Context: an optimization exercise on an open-source flow, tuned for small area. The choices shown serve that exercise and are no tape-out recipe.
At most, simulation tests tie the RTL to the original design; equivalence was not proved.
The clock input has no modelled driver; a real chip could not lean on it and would need a root buffer or a full tree.
Power and IR drop assume default switching activity.

==> flow/design.v <==
module gnx_tx (
    input  wire       clk,
    input  wire       rst,
    input  wire       in_valid,
    output wire       in_ready,
    input  wire [7:0] in_data,
    input  wire       in_last,
    output wire       out_valid,
    input  wire       out_ready,
    output reg  [7:0] out_data,
    output wire       out_last
);
    localparam T_CH    = 3'd0;
    localparam T_CMD   = 3'd1;
    localparam T_COL   = 3'd2;    
    localparam T_ALIGN = 3'd3;    
    localparam T_PRE   = 3'd4;    
    localparam T_HDR   = 3'd5;
    localparam T_DATA  = 3'd6;
    localparam T_TAIL  = 3'd7;    
    reg [2:0] state;
    reg [2:0] c;          
    reg [2:0] n;          
    reg       last_seen;  
    reg [6:0] cks;        
    reg [7:0] b0, b1, b2, b3, b4, b5;
    wire full = (n == 3'd7);
    wire drop = (n == 3'd6);
    assign out_valid = (state == T_PRE) || (state == T_DATA) || (state == T_TAIL) ||
                       (state == T_HDR && (!full || in_valid));
    assign out_last  = (state == T_TAIL) && c[0];
    wire cmd_bad = b5[7] || in_data[7];
    assign in_ready = (state == T_CH) || (state == T_COL) || (state == T_CMD) ||
                      (state == T_DATA && full && out_ready);
    wire take = in_valid && in_ready;
    wire xfer = out_valid && out_ready;
    always @(*) begin
        case (state)
            T_PRE: case (c)
                3'd0:    out_data = 8'hF0;
                3'd1:    out_data = 8'h00;
                3'd2:    out_data = 8'h00;
                3'd3:    out_data = 8'h10;
                3'd5:    out_data = 8'h56;
                default: out_data = {1'b0, b0[6:0]};
            endcase
            T_HDR:   out_data = {1'b0, b0[7], b1[7], b2[7], b3[7], b4[7], b5[7], full & in_data[7]};
            T_TAIL:  out_data = c[0] ? 8'hF7 : {1'b0, cks};
            default: out_data = {1'b0, b0[6:0]};
        endcase
    end
    wire shift = (take && !drop && !(state == T_CMD && cmd_bad)) ||
                 (state == T_ALIGN && c != 3'd6) ||
                 (xfer && state == T_PRE && c != 3'd5) ||
                 (xfer && state == T_DATA);
    always @(posedge clk) begin
        if (shift) begin
            b0 <= b1;
            b1 <= b2;
            b2 <= b3;
            b3 <= b4;
            b4 <= b5;
            b5 <= {in_data[7] & take, in_data[6:0]};
        end
    end
    always @(posedge clk) begin
        if (rst) begin
            state     <= T_CH;
            c         <= 3'd0;
            n         <= 3'd0;
            last_seen <= 1'b0;
            cks       <= 7'd0;
        end else begin
            if (xfer && !(state == T_PRE && c == 3'd0) && !(state == T_TAIL && c[0]))
                cks <= cks ^ out_data[6:0];
            case (state)
                T_CH: if (take) begin
                    c <= 3'd1;
                    if (!in_last)
                        state <= T_CMD;
                    else
                        c <= 3'd0;
                end
                T_CMD: if (take) begin
                    c         <= 3'd0;
                    last_seen <= in_last;
                    if (cmd_bad) begin
                        if (in_last) begin
                            state <= T_CH;
                            c     <= 3'd0;
                        end else begin
                            n     <= 3'd6;
                            state <= T_COL;
                        end
                    end else begin
                        state <= T_PRE;
                    end
                end
                T_ALIGN: begin
                    if (c != 3'd6)
                        c <= c + 3'd1;
                    else begin
                        c     <= 3'd0;
                        state <= T_HDR;
                    end
                end
                T_PRE: if (xfer) begin
                    if (c == 3'd6) begin
                        c     <= 3'd0;
                        state <= last_seen ? T_TAIL : T_COL;
                    end else
                        c <= c + 3'd1;
                end
                T_COL: if (take) begin
                    if (drop) begin
                        if (in_last) begin
                            n     <= 3'd0;
                            state <= T_CH;
                        end
                    end else begin
                        c         <= c + 3'd1;
                        last_seen <= in_last;
                        n         <= (n == 3'd5 && !in_last) ? 3'd7 : n + 3'd1;
                        if (in_last || n == 3'd5)
                            state <= T_ALIGN;
                    end
                end
                T_HDR: if (xfer)
                    state <= T_DATA;
                T_DATA: if (xfer) begin
                    n <= n - 3'd1;
                    if (full)
                        last_seen <= in_last;
                    if (n == 3'd1)
                        state <= last_seen ? T_TAIL : T_COL;
                end
                T_TAIL: if (xfer) begin
                    if (c[0]) begin
                        state <= T_CH;
                        c     <= 3'd0;
                    end else
                        c <= 3'd1;
                end
                default: state <= T_CH;
            endcase
        end
    end
endmodule
module gnx_rx (
    input  wire       clk,
    input  wire       rst,
    input  wire       in_valid,
    output wire       in_ready,
    input  wire [7:0] in_data,
    input  wire       in_last,
    output wire       out_valid,
    input  wire       out_ready,
    output wire [7:0] out_data,
    output wire       out_last,
    output wire [2:0] out_status
);
    reg       in_pay;    
    reg [7:0] sh;        
    reg [6:0] d1;        
    reg [7:0] pend;      
    reg [6:0] cks;       
    reg       bad;       
    reg       idbad;     
    wire pre    = !in_pay;
    wire is_hdr = (sh[6:0] == 7'd0);
    wire emit   = pre ? sh[7] : !is_hdr;      
    assign out_valid = in_valid && (in_last || emit);
    assign in_ready  = (in_last || emit) ? out_ready : 1'b1;
    assign out_data  = pend;
    assign out_last  = in_last;
    wire take = in_valid && in_ready;
    wire pack_ok = !sh[0] && ((sh & (sh - 8'd1)) == 8'd0);
    assign out_status = (bad || pre || in_data != 8'hF7) ? 3'd1 :
                        (cks != 7'd0)                    ? 3'd2 :
                        idbad                            ? 3'd3 :
                        !pack_ok                         ? 3'd4 : 3'd0;
    always @(posedge clk) begin
        if (take)
            d1 <= in_data[6:0];
        if (take && !in_last && ((pre && sh[5]) || emit))
            pend <= {sh[7] & in_pay, d1};
    end
    always @(posedge clk) begin
        if (rst || (take && in_last)) begin
            in_pay <= 1'b0;
            sh     <= 8'h01;
            cks    <= 7'd0;
            bad    <= 1'b0;
            idbad  <= 1'b0;
        end else if (take) begin
            if (pre && sh[0]) begin
                if (in_data != 8'hF0)
                    bad <= 1'b1;
            end else begin
                if (in_data[7])
                    bad <= 1'b1;
                cks <= cks ^ in_data[6:0];
            end
            if (pre && (((sh[1] || sh[2]) && in_data[6:0] != 7'h00) ||
                        (sh[3] && in_data[6:0] != 7'h10) ||
                        (sh[5] && in_data[6:0] != 7'h56)))
                idbad <= 1'b1;
            if (pre && sh[7])
                in_pay <= 1'b1;
            else if (!pre && is_hdr)
                sh <= {d1, 1'b1};
            else
                sh <= {sh[6:0], 1'b0};
        end
    end
endmodule
module gnx_link (
    input  wire       clk,
    input  wire       rst,
    input  wire       tx_in_valid,
    output wire       tx_in_ready,
    input  wire [7:0] tx_in_data,
    input  wire       tx_in_last,
    output wire       tx_out_valid,
    input  wire       tx_out_ready,
    output wire [7:0] tx_out_data,
    output wire       tx_out_last,
    input  wire       rx_in_valid,
    output wire       rx_in_ready,
    input  wire [7:0] rx_in_data,
    input  wire       rx_in_last,
    output wire       rx_out_valid,
    input  wire       rx_out_ready,
    output wire [7:0] rx_out_data,
    output wire       rx_out_last,
    output wire [2:0] rx_out_status
);
    gnx_tx u_tx (
        .clk(clk), .rst(rst),
        .in_valid(tx_in_valid), .in_ready(tx_in_ready), .in_data(tx_in_data), .in_last(tx_in_last),
        .out_valid(tx_out_valid), .out_ready(tx_out_ready), .out_data(tx_out_data),
        .out_last(tx_out_last)
    );
    gnx_rx u_rx (
        .clk(clk), .rst(rst),
        .in_valid(rx_in_valid), .in_ready(rx_in_ready), .in_data(rx_in_data), .in_last(rx_in_last),
        .out_valid(rx_out_valid), .out_ready(rx_out_ready), .out_data(rx_out_data),
        .out_last(rx_out_last), .out_status(rx_out_status)
    );
endmodule
Settings: LEC_CHECK=0, CAP_MARGIN=20, CORE_MARGIN=2, CORE_UTILIZATION=40, SLEW_MARGIN=20; clock period 5.0 ns.
standard.sh (not shown) runs the stock make flow with config.mk's settings and CLKGATE_MAP_FILE= SYNTH_SCRIPT=/design/flow/synth_recipe.tcl, a recipe that flattens the netlist after the stock synthesis.
==> flow/flow/run.sh <==
#!/bin/bash
# The standard layout with three changes:
#  - after the standard synthesis, the combinational logic is mapped again with an area-oriented
#    ABC script (a timed &deepsyn search, then amap, best of four seeds; flip-flops, their names and cell types are kept exactly as synthesis made them);
#  - the port buffers are the smallest buffer cell;
#  - the clock tree is four buf_12, each driving the clocks of a quarter of the flip-flops
#    (flow/clock_buffer.tcl runs before CTS and takes the place of clock_tree_synthesis).
set -euo pipefail
export BUFFER_PORTS_ARGS="-buffer_cell sky130_fd_sc_hd__buf_1"
R=orfs/results/sky130hd/gnx_link/base
LIB=$FLOW_HOME/platforms/sky130hd/lib/sky130_fd_sc_hd__tt_025C_1v80.lib

bash standard.sh synth > synth.log 2>&1
cp $R/1_2_yosys.v $R/1_2_yosys_std.v

# four seeds of the search in parallel; the smallest result is kept
for S in 1 2 3 4; do
  printf 'strash\n&get -n\n&deepsyn -T 30 -S %d\n&put\ndch -f\namap\n' $S > area_$S.abc
  yosys -p "read_liberty -ignore_miss_func $LIB; read_verilog $R/1_2_yosys_std.v; hierarchy -top $FLOW_TOP;
    setattr -mod -set keep_hierarchy 1 sky130_fd_sc_hd__*df* sky130_fd_sc_hd__conb_*; flatten; opt_clean;
    abc -script area_$S.abc -liberty $LIB -dont_use *lpflow* -dont_use *probe*; opt_clean -purge;
    hilomap -singleton -hicell sky130_fd_sc_hd__conb_1 HI -locell sky130_fd_sc_hd__conb_1 LO;
    insbuf -buf sky130_fd_sc_hd__buf_1 A X; splitnets; opt_clean -purge; tee -o remap_$S.stat stat -liberty $LIB;
    select $FLOW_TOP; write_verilog -noattr -nohex -nodec -selected $R/1_2_yosys_remap_$S.v" > remap_$S.log 2>&1 &
done
wait
best=$(for S in 1 2 3 4; do echo "$(grep 'Chip area for top module' remap_$S.stat | awk '{print $NF}') $S"; done | sort -g | head -1 | awk '{print $2}')
echo "remap: seed $best kept" | tee remap.log
cp $R/1_2_yosys_remap_$best.v $R/1_2_yosys_remap.v
cp $R/1_2_yosys_remap.v $R/1_2_yosys.v
rm -f $R/1_synth.odb $R/1_synth.sdc

export PRE_CTS_TCL=$PWD/flow/clock_buffer.tcl
bash standard.sh > standard.log 2>&1
Other scripts of this flow, unchanged in this note and not shown: flow/flow/clock_buffer.tcl
==> next run, changes <==
--- a/flow/design.v
+++ b/flow/design.v
@@ -14,7 +14,6 @@
     localparam T_CMD   = 3'd1;
     localparam T_COL   = 3'd2;    
-    localparam T_ALIGN = 3'd3;    
     localparam T_PRE   = 3'd4;    
-    localparam T_HDR   = 3'd5;
+    localparam T_HDR   = 3'd3;    
     localparam T_DATA  = 3'd6;
     localparam T_TAIL  = 3'd7;    
@@ -27,6 +26,7 @@
     wire full = (n == 3'd7);
     wire drop = (n == 3'd6);
+    wire aligned = (c == 3'd6);
     assign out_valid = (state == T_PRE) || (state == T_DATA) || (state == T_TAIL) ||
-                       (state == T_HDR && (!full || in_valid));
+                       (state == T_HDR && aligned && (!full || in_valid));
     assign out_last  = (state == T_TAIL) && c[0];
     wire cmd_bad = b5[7] || in_data[7];
@@ -51,5 +51,5 @@
     end
     wire shift = (take && !drop && !(state == T_CMD && cmd_bad)) ||
-                 (state == T_ALIGN && c != 3'd6) ||
+                 (state == T_HDR && !aligned) ||
                  (xfer && state == T_PRE && c != 3'd5) ||
                  (xfer && state == T_DATA);
@@ -97,12 +97,4 @@
                     end
                 end
-                T_ALIGN: begin
-                    if (c != 3'd6)
-                        c <= c + 3'd1;
-                    else begin
-                        c     <= 3'd0;
-                        state <= T_HDR;
-                    end
-                end
                 T_PRE: if (xfer) begin
                     if (c == 3'd6) begin
@@ -123,9 +115,13 @@
                         n         <= (n == 3'd5 && !in_last) ? 3'd7 : n + 3'd1;
                         if (in_last || n == 3'd5)
-                            state <= T_ALIGN;
+                            state <= T_HDR;
                     end
                 end
-                T_HDR: if (xfer)
+                T_HDR: if (!aligned)
+                    c <= c + 3'd1;
+                else if (xfer) begin
+                    c     <= 3'd0;
                     state <= T_DATA;
+                end
                 T_DATA: if (xfer) begin
                     n <= n - 3'd1;
Outcome: Total power increases by about a fifth; area after synthesis increases slightly; critical path depth decreases by 6; clock power hardly moves; worst setup slack degrades by 0.30 ns; final area increases slightly; register-to-register slack improves by 0.68 ns.
The RTL of the second run of this note was laid out without a check of its function. In every run of this note, the design's own scripts or RTL, not TritonCTS, make the clock network.

## static timing again, ports no longer ideal
In the flow no input, the clock included, has a driving cell. The finished layouts below were timed again as built, in two steps.
Step 1: set_driving_cell puts a clkbuf_16 on clk and a buf_2 on each other input, an assumption about the parent block.
Step 2 times the ports against the registers' clock, not the clock port: input delays grow and output delays shrink by t, the midpoint of the rising clock arrivals with the driver on.
Slacks: ideal / step 1 / step 2; pairs: ideal / step 1.
| run | t (ns) | slack for setup (ns) | slew at the worst register clock pin (ns) | worst slew at a driven data input, ns |
|---|---|---|---|---|
| the first run | 0.213 | 0.991 / 0.991 / 0.991 | 0.10 / 0.10 | 0.03 |
| the second run | 0.209 | 0.689 / 0.608 / 0.817 | 0.10 / 0.10 | 0.03 |
After both steps every run listed still meets setup and hold.
